This is an optimization exercise on Yosys and OpenROAD, whose aim is small area and a short achievable clock period, not a production implementation.
Function was checked by simulation only, so behaviour that the tests miss may differ from the original.
No activity file was given, so power comes from the tool's default toggle rates.

build 27:
==> flow/design.v <==
module acc_scale24 (
    input  wire [7:0] c,
    output reg  [2:0] level
);
    always @* begin
        if      (c == 8'd255) level = 3'd5;
        else if (c >= 8'd204) level = 3'd4;
        else if (c >= 8'd153) level = 3'd3;
        else if (c >= 8'd102) level = 3'd2;
        else if (c >= 8'd51)  level = 3'd1;
        else                  level = 3'd0;
    end
endmodule
module acc_rgb_code (
    input  wire [2:0] red,
    input  wire [2:0] green,
    input  wire [2:0] blue,
    output wire [7:0] code
);
    assign code = 8'd16 + 8'd36 * red + 8'd6 * green + blue;
endmodule
module acc_classify (
    input  wire [7:0] code,
    output wire [2:0] red,
    output wire [2:0] green,
    output wire [2:0] blue
);
    wire [5:0] y = code[7:2];
    reg  [2:0] r;
    always @* begin
        if      (y >= 6'd49) r = 3'd5;
        else if (y >= 6'd40) r = 3'd4;
        else if (y >= 6'd31) r = 3'd3;
        else if (y >= 6'd22) r = 3'd2;
        else if (y >= 6'd13) r = 3'd1;
        else                 r = 3'd0;
    end
    wire [5:0] x   = y - 6'd4 - {r, 3'd0} - {3'd0, r};
    wire [5:0] rem = {x[3:0], code[1:0]};
    reg  [2:0] g, b;
    always @* begin
        if      (rem >= 6'd30) begin g = 3'd5; b = rem[2:0] - 3'd6; end
        else if (rem >= 6'd24) begin g = 3'd4; b = rem[2:0];        end
        else if (rem >= 6'd18) begin g = 3'd3; b = rem[2:0] - 3'd2; end
        else if (rem >= 6'd12) begin g = 3'd2; b = rem[2:0] - 3'd4; end
        else if (rem >= 6'd6)  begin g = 3'd1; b = rem[2:0] - 3'd6; end
        else                   begin g = 3'd0; b = rem[2:0];        end
    end
    assign red = r;
    assign green = g;
    assign blue = b;
endmodule
module acc_var_encode (
    input  wire [2:0] red,
    input  wire [2:0] green,
    input  wire [2:0] blue,
    output wire       range_err,
    output wire [2:0] bad_value
);
    wire rb = red[2] & red[1];
    wire gb = green[2] & green[1];
    wire bb = blue[2] & blue[1];
    assign range_err = rb | gb | bb;
    assign bad_value = rb ? red : gb ? green : blue;
endmodule
module acc (
    input  wire        clk,
    input  wire        rst,
    input  wire        req_valid,
    input  wire [31:0] req_word,
    output wire        rsp_valid,
    output wire [31:0] rsp_word
);
    wire [3:0] op = req_word[31:28];
    wire [7:0] r8 = req_word[23:16];
    wire [7:0] g8 = req_word[15:8];
    wire [7:0] b8 = req_word[7:0];
    reg       seq_active;
    reg       seq_sub;
    reg [7:0] seq_cur;
    wire mbz_ok = req_word[27:24] == 4'd0;
    wire op_nrm  = mbz_ok & (op == 4'h1);
    wire op_brt  = mbz_ok & (op == 4'h2);
    wire op_ergb = mbz_ok & (op == 4'h3);
    wire op_egry = mbz_ok & (op == 4'h4);
    wire op_e24  = mbz_ok & (op == 4'h5);
    wire op_evar = mbz_ok & (op == 4'h6);
    wire op_cls  = mbz_ok & (op == 4'h7);
    wire op_from = mbz_ok & (op == 4'h8);
    wire op_nrgb = mbz_ok & (op == 4'h9);
    wire op_ngry = mbz_ok & (op == 4'hA);
    wire op_n24  = mbz_ok & (op == 4'hB);
    wire op_strt = mbz_ok & (op == 4'hC);
    wire op_next = mbz_ok & (op == 4'hD);
    wire z_hi  = req_word[23:11] == 13'd0;
    wire z_8   = z_hi & (req_word[10:8] == 3'd0);
    wire z_3   = z_8 & (req_word[7:3] == 5'd0);
    wire z_all = z_3 & (req_word[2:0] == 3'd0);
    wire r_bad = (r8[7:3] != 5'd0) | (r8[2] & r8[1]);
    wire g_bad = (g8[7:3] != 5'd0) | (g8[2] & g8[1]);
    wire b_bad = (b8[7:3] != 5'd0) | (b8[2] & b8[1]);
    wire c_rng = r_bad | g_bad | b_bad;
    wire [7:0] c_bad = r_bad ? r8 : g_bad ? g8 : b8;
    wire l_bad = (b8[7:5] != 3'd0) | (b8[4] & b8[3]);
    wire [1:0] tag = req_word[10:9];
    wire       v_rng_rgb;
    wire [2:0] v_bad_rgb;
    acc_var_encode u_vchk (
        .red(req_word[8:6]), .green(req_word[5:3]), .blue(req_word[2:0]),
        .range_err(v_rng_rgb), .bad_value(v_bad_rgb)
    );
    wire v_ill = ~z_hi | (~tag[1] & (req_word[8:3] != 6'd0))
                       | (tag == 2'd3 & (req_word[8:5] != 4'd0));
    wire v_rng = (tag == 2'd2) ? v_rng_rgb : (tag == 2'd3) & req_word[4] & req_word[3];
    wire [2:0] s_r, s_g, s_b;
    acc_scale24 u_sr (.c(r8), .level(s_r));
    acc_scale24 u_sg (.c(g8), .level(s_g));
    acc_scale24 u_sb (.c(b8), .level(s_b));
    wire use_s = op_e24 | op_n24;
    wire [2:0] ch_r = use_s ? s_r : op_evar ? req_word[8:6] : r8[2:0];
    wire [2:0] ch_g = use_s ? s_g : op_evar ? req_word[5:3] : g8[2:0];
    wire [2:0] ch_b = use_s ? s_b : b8[2:0];
    wire [7:0] cube_code;
    acc_rgb_code u_code (.red(ch_r), .green(ch_g), .blue(ch_b), .code(cube_code));
    wire [2:0] k_r, k_g, k_b;
    acc_classify u_cls (.code(b8), .red(k_r), .green(k_g), .blue(k_b));
    reg [10:0] cls_var;
    always @* begin
        if (b8 < 8'd8)        cls_var = {2'd0, 6'd0, b8[2:0]};
        else if (b8 < 8'd16)  cls_var = {2'd1, 6'd0, b8[2:0]};
        else if (b8 < 8'd232) cls_var = {2'd2, k_r, k_g, k_b};
        else                  cls_var = {2'd3, 4'd0, b8[4] & b8[3], ~b8[3], b8[2:0]};
    end
    wire [7:0] l_code = {3'b111, b8[4] | b8[3], ~b8[3], b8[2:0]};
    wire [7:0] v_code = tag[1] ? {3'b111, req_word[4] | req_word[3], ~req_word[3], req_word[2:0]}
                               : {4'd0, tag[0], req_word[2:0]};
    wire illegal = ~(op_nrm | op_brt | op_ergb | op_egry | op_e24 | op_evar | op_cls |
                     op_from | op_nrgb | op_ngry | op_n24 | op_strt | op_next)
                 | ((op_nrm | op_brt) & ~z_3)
                 | ((op_egry | op_ngry | op_cls | op_from) & ~z_8)
                 | (op_evar & v_ill)
                 | (op_strt & (~z_3 | (req_word[2] & (req_word[1] | req_word[0]))))
                 | (op_next & ~z_all);
    wire rng = ((op_ergb | op_nrgb) & c_rng)
             | ((op_egry | op_ngry) & l_bad)
             | (op_evar & v_rng);
    wire sq_end = op_next & ~seq_active;
    wire st1 = illegal | sq_end;
    wire st0 = ~illegal & (rng | sq_end);
    reg [10:0] d;
    always @* begin
        d = 11'd0;
        if (op_nrm)  d = {8'd0, req_word[2:0]};
        if (op_brt)  d = {8'd1, req_word[2:0]};
        if (op_ergb | op_nrgb) begin
            if (c_rng)        d = {3'd0, c_bad};
            else if (op_ergb) d = {3'd0, cube_code};
            else              d = {2'd2, ch_r, ch_g, ch_b};
        end
        if (op_egry | op_ngry) begin
            if (l_bad)        d = {3'd0, b8};
            else if (op_egry) d = {3'd0, l_code};
            else              d = {2'd3, 4'd0, b8[4:0]};
        end
        if (op_e24)  d = {3'd0, cube_code};
        if (op_n24)  d = {2'd2, ch_r, ch_g, ch_b};
        if (op_evar) begin
            if (v_rng)       d = tag[0] ? {6'd0, req_word[4:0]} : {8'd0, v_bad_rgb};
            else if (tag == 2'd2) d = {3'd0, cube_code};
            else             d = {3'd0, v_code};
        end
        if (op_cls)  d = cls_var;
        if (op_from) d = {3'd0, b8};
        if (op_next) d = {3'd0, seq_cur};
        if (illegal | sq_end | op_strt) d = 11'd0;
    end
    wire accept  = req_valid & ~rst;
    wire do_strt = accept & op_strt & ~illegal;
    wire do_next = accept & op_next & z_all & seq_active;
    wire sel_sub = req_word[2] | req_word[1] | req_word[0];
    reg [7:0] first;
    always @* begin
        case (req_word[2:0])
            3'd2:    first = 8'd8;
            3'd3:    first = 8'd16;
            3'd4:    first = 8'd232;
            default: first = 8'd0;
        endcase
    end
    wire at_end = (seq_cur == 8'd255)
                | (seq_sub & ((seq_cur == 8'd7) | (seq_cur == 8'd15) | (seq_cur == 8'd231)));
    always @(posedge clk) begin
        if (rst)
            seq_active <= 1'b0;
        else if (do_strt)
            seq_active <= 1'b1;
        else if (do_next & at_end)
            seq_active <= 1'b0;
    end
    always @(posedge clk) begin
        if (do_strt) begin
            seq_cur <= first;
            seq_sub <= sel_sub;
        end else if (do_next & ~at_end) begin
            seq_cur <= seq_cur + 8'd1;
        end
    end
    assign rsp_valid = accept;
    assign rsp_word  = {2'b00, st1, st0, 17'd0, d};
endmodule
Settings: LEC_CHECK=0, ABC_AREA=1, CAP_MARGIN=20, CORE_MARGIN=2, CORE_UTILIZATION=40, SETUP_SLACK_MARGIN=2, SLEW_MARGIN=20, BUFFER_PORTS_ARGS=-buffer_cell sky130_fd_sc_hd__buf_2; clock period 11.0 ns.
standard.sh (not shown) runs the stock make flow with config.mk's settings and CLKGATE_MAP_FILE= SYNTH_SCRIPT=/design/flow/synth_recipe.tcl, a recipe that flattens the netlist after the stock synthesis.
==> flow/flow/run.sh <==
#!/bin/bash
# Standard layout, with the port buffers made of plain buffers
# (sky130_fd_sc_hd__buf_2) instead of the resizer's default choice.
set -e
cp config.mk config.orig.mk
echo "export BUFFER_PORTS_ARGS = -buffer_cell sky130_fd_sc_hd__buf_2" >> config.mk
bash standard.sh > standard.log 2>&1
Build 27 closes out successfully: all stages finished, all timing, DRC and antenna checks passed.
Edits applied to the flow inputs when going from build 27 to build 12:
# build 27
export LEC_CHECK = 0
export ABC_AREA = 1
export CAP_MARGIN = 20
export CORE_MARGIN = 2
export CORE_UTILIZATION = 40
export SETUP_SLACK_MARGIN = 2
export SLEW_MARGIN = 20
export BUFFER_PORTS_ARGS = -buffer_cell sky130_fd_sc_hd__buf_2
create_clock -name core_clock -period 11.0 [get_ports {clk}]
# build 12
export LEC_CHECK = 0
export ABC_AREA = 1
export CAP_MARGIN = 20
export CORE_MARGIN = 2
export CORE_UTILIZATION = 40
export SETUP_SLACK_MARGIN = 4
export SLEW_MARGIN = 20
create_clock -name core_clock -period 11.0 [get_ports {clk}]
==> flow/run.sh (new file) <==
#!/bin/bash
# synth_recipe.tcl (not shown) runs the flow's synth.tcl, then flattens the netlist and writes it again
# the make line also repeats each setting of config.mk as NAME=value (left out here)
make -C /OpenROAD-flow-scripts/flow DESIGN_CONFIG=/design/flow/config.mk WORK_HOME=/design/flow/orfs CLKGATE_MAP_FILE= SYNTH_SCRIPT=/design/flow/synth_recipe.tcl finish
removed: flow/flow/run.sh
removed: flow/standard.sh
### Flow results
When build 12 is measured against build 27, its proportion of cell area occupied by multi-input gates turns out 7.6 points lower. Looking only at cell-internal power, and setting everything else aside, the lower value of build 27 and build 12 goes to build 27. For netlist area before placement, build 27 and build 12 come out practically identical. On build 12: routing usage on met1 is 2.0 points higher than what build 27 gave. Combinational power (build 12 / build 27): 1.7.
Input changes introduced in build 56 (baseline for comparison: build 12):
# build 12
export LEC_CHECK = 0
export ABC_AREA = 1
export CAP_MARGIN = 20
export CORE_MARGIN = 2
export CORE_UTILIZATION = 40
export SETUP_SLACK_MARGIN = 4
export SLEW_MARGIN = 20
create_clock -name core_clock -period 11.0 [get_ports {clk}]
# build 56
export LEC_CHECK = 0
export ABC_AREA = 1
export CAP_MARGIN = 20
export CORE_MARGIN = 2
export CORE_UTILIZATION = 40
export SLEW_MARGIN = 20
create_clock -name core_clock -period 11.0 [get_ports {clk}]
Results
Build 56 vs build 12, via count of the first global-routing pass went down by about 12%.
Looking at build 56 and build 12, the data required time of the critical path is a wash.
The worst setup slack of build 56 was inferior to that of build 12.
Combinational cell fraction of total power in build 56 vs build 12: down 8.0 points
Row share of the clock period used by the worst path after layout: build 56 higher / build 12 lower
Summary of build 56 over build 12: maximum single-stage delay on the critical path picked up an extra 160 ps; non-clock buffer count lost 63%; violation count after the first detailed-route iteration lost about 12%.
The reported combinational group power of build 56 falls short of that of build 12 by 37%.
### build 56 -> build 42
# build 56
export LEC_CHECK = 0
export ABC_AREA = 1
export CAP_MARGIN = 20
export CORE_MARGIN = 2
export CORE_UTILIZATION = 40
export SLEW_MARGIN = 20
create_clock -name core_clock -period 11.0 [get_ports {clk}]
# build 42
export LEC_CHECK = 0
export ABC_AREA = 1
export CAP_MARGIN = 20
export CORE_MARGIN = 2
export CORE_UTILIZATION = 40
export SETUP_SLACK_MARGIN = 2
export SLEW_MARGIN = 20
create_clock -name core_clock -period 11.0 [get_ports {clk}]
Notes after the runs:
- On shortest period the worst path allows: between build 56 and build 42, it ends up higher for build 56.
- Build 42 -> build 56: max-capacitance violation count delta 0, exact match
- Looking at global-route wire length before repair, build 42 sits about 0.7% above build 56.
[inputs] build 58 vs build 42
# build 42
export LEC_CHECK = 0
export ABC_AREA = 1
export CAP_MARGIN = 20
export CORE_MARGIN = 2
export CORE_UTILIZATION = 40
export SETUP_SLACK_MARGIN = 2
export SLEW_MARGIN = 20
create_clock -name core_clock -period 11.0 [get_ports {clk}]
# build 58
export LEC_CHECK = 0
export CAP_MARGIN = 20
export CORE_MARGIN = 2
export CORE_UTILIZATION = 40
export SLEW_MARGIN = 20
create_clock -name core_clock -period 11.0 [get_ports {clk}]
Findings:
No stage failed in build 58, and the final checks on the layout all came back clean. Looking at the reports, build 42 completed the entire flow and the layout it produced met the timing, DRC and antenna checks. More vias were needed by build 58 than by build 42. Delta (build 58 minus build 42): power in the clock group grew by about 16%; wire length of the first global-routing pass shows an increase of 14%; final area now sits higher. Higher met1 track utilization from global routing was reported by build 58, not build 42. Taking build 42 as the reference point, the die area of build 58 rises by 620 um2. Cmp build 42 and build 58 / met3 usage / lower: build 42.

==> port drivers added, routing unchanged <==
The flow's constraints put no driver on any port. The routed layouts listed below were extracted and timed again, unchanged, in two steps.
Step 1 sets driving cells, clkbuf_16 on the clock port and buf_2 on the other inputs (assumed; they add their load-dependent delay and slew).
Step 2 adds t to the input delays and takes it off the output delays; t is the mean of the earliest and latest rising clock arrival at the registers after step 1. Input paths then give back, and output paths get back, about the clock's delay inside the block.
a / b / c = ideal / step 1 / step 2; a / b = the first two.
run | t, ns | setup slack, ns | hold WS [ns] | worst slew at a driven data input, ns | pins driven straight from the clock port
build 27 | 0.262 | 2.466 / 2.442 / 2.442 | 0.473 / 0.473 / 0.473 | 0.03 | 1
build 12 | 0.261 | 2.943 / 2.894 / 2.894 | 0.479 / 0.479 / 0.479 | 0.06 | 1
build 56 | 0.256 | 1.095 / 1.071 / 1.071 | 0.472 / 0.472 / 0.472 | 0.03 | 1
build 42 | 0.256 | 2.120 / 2.091 / 2.091 | 0.472 / 0.472 / 0.472 | 0.04 | 1
build 58 | 0.266 | 0.774 / 0.744 / 0.744 | 0.529 / 0.529 / 0.529 | 0.04 | 1
After both steps setup and hold are still met in every run listed. The setup slack of build 12, which loses most, moves by -0.049 ns with the drivers and by -0.049 ns with both steps.
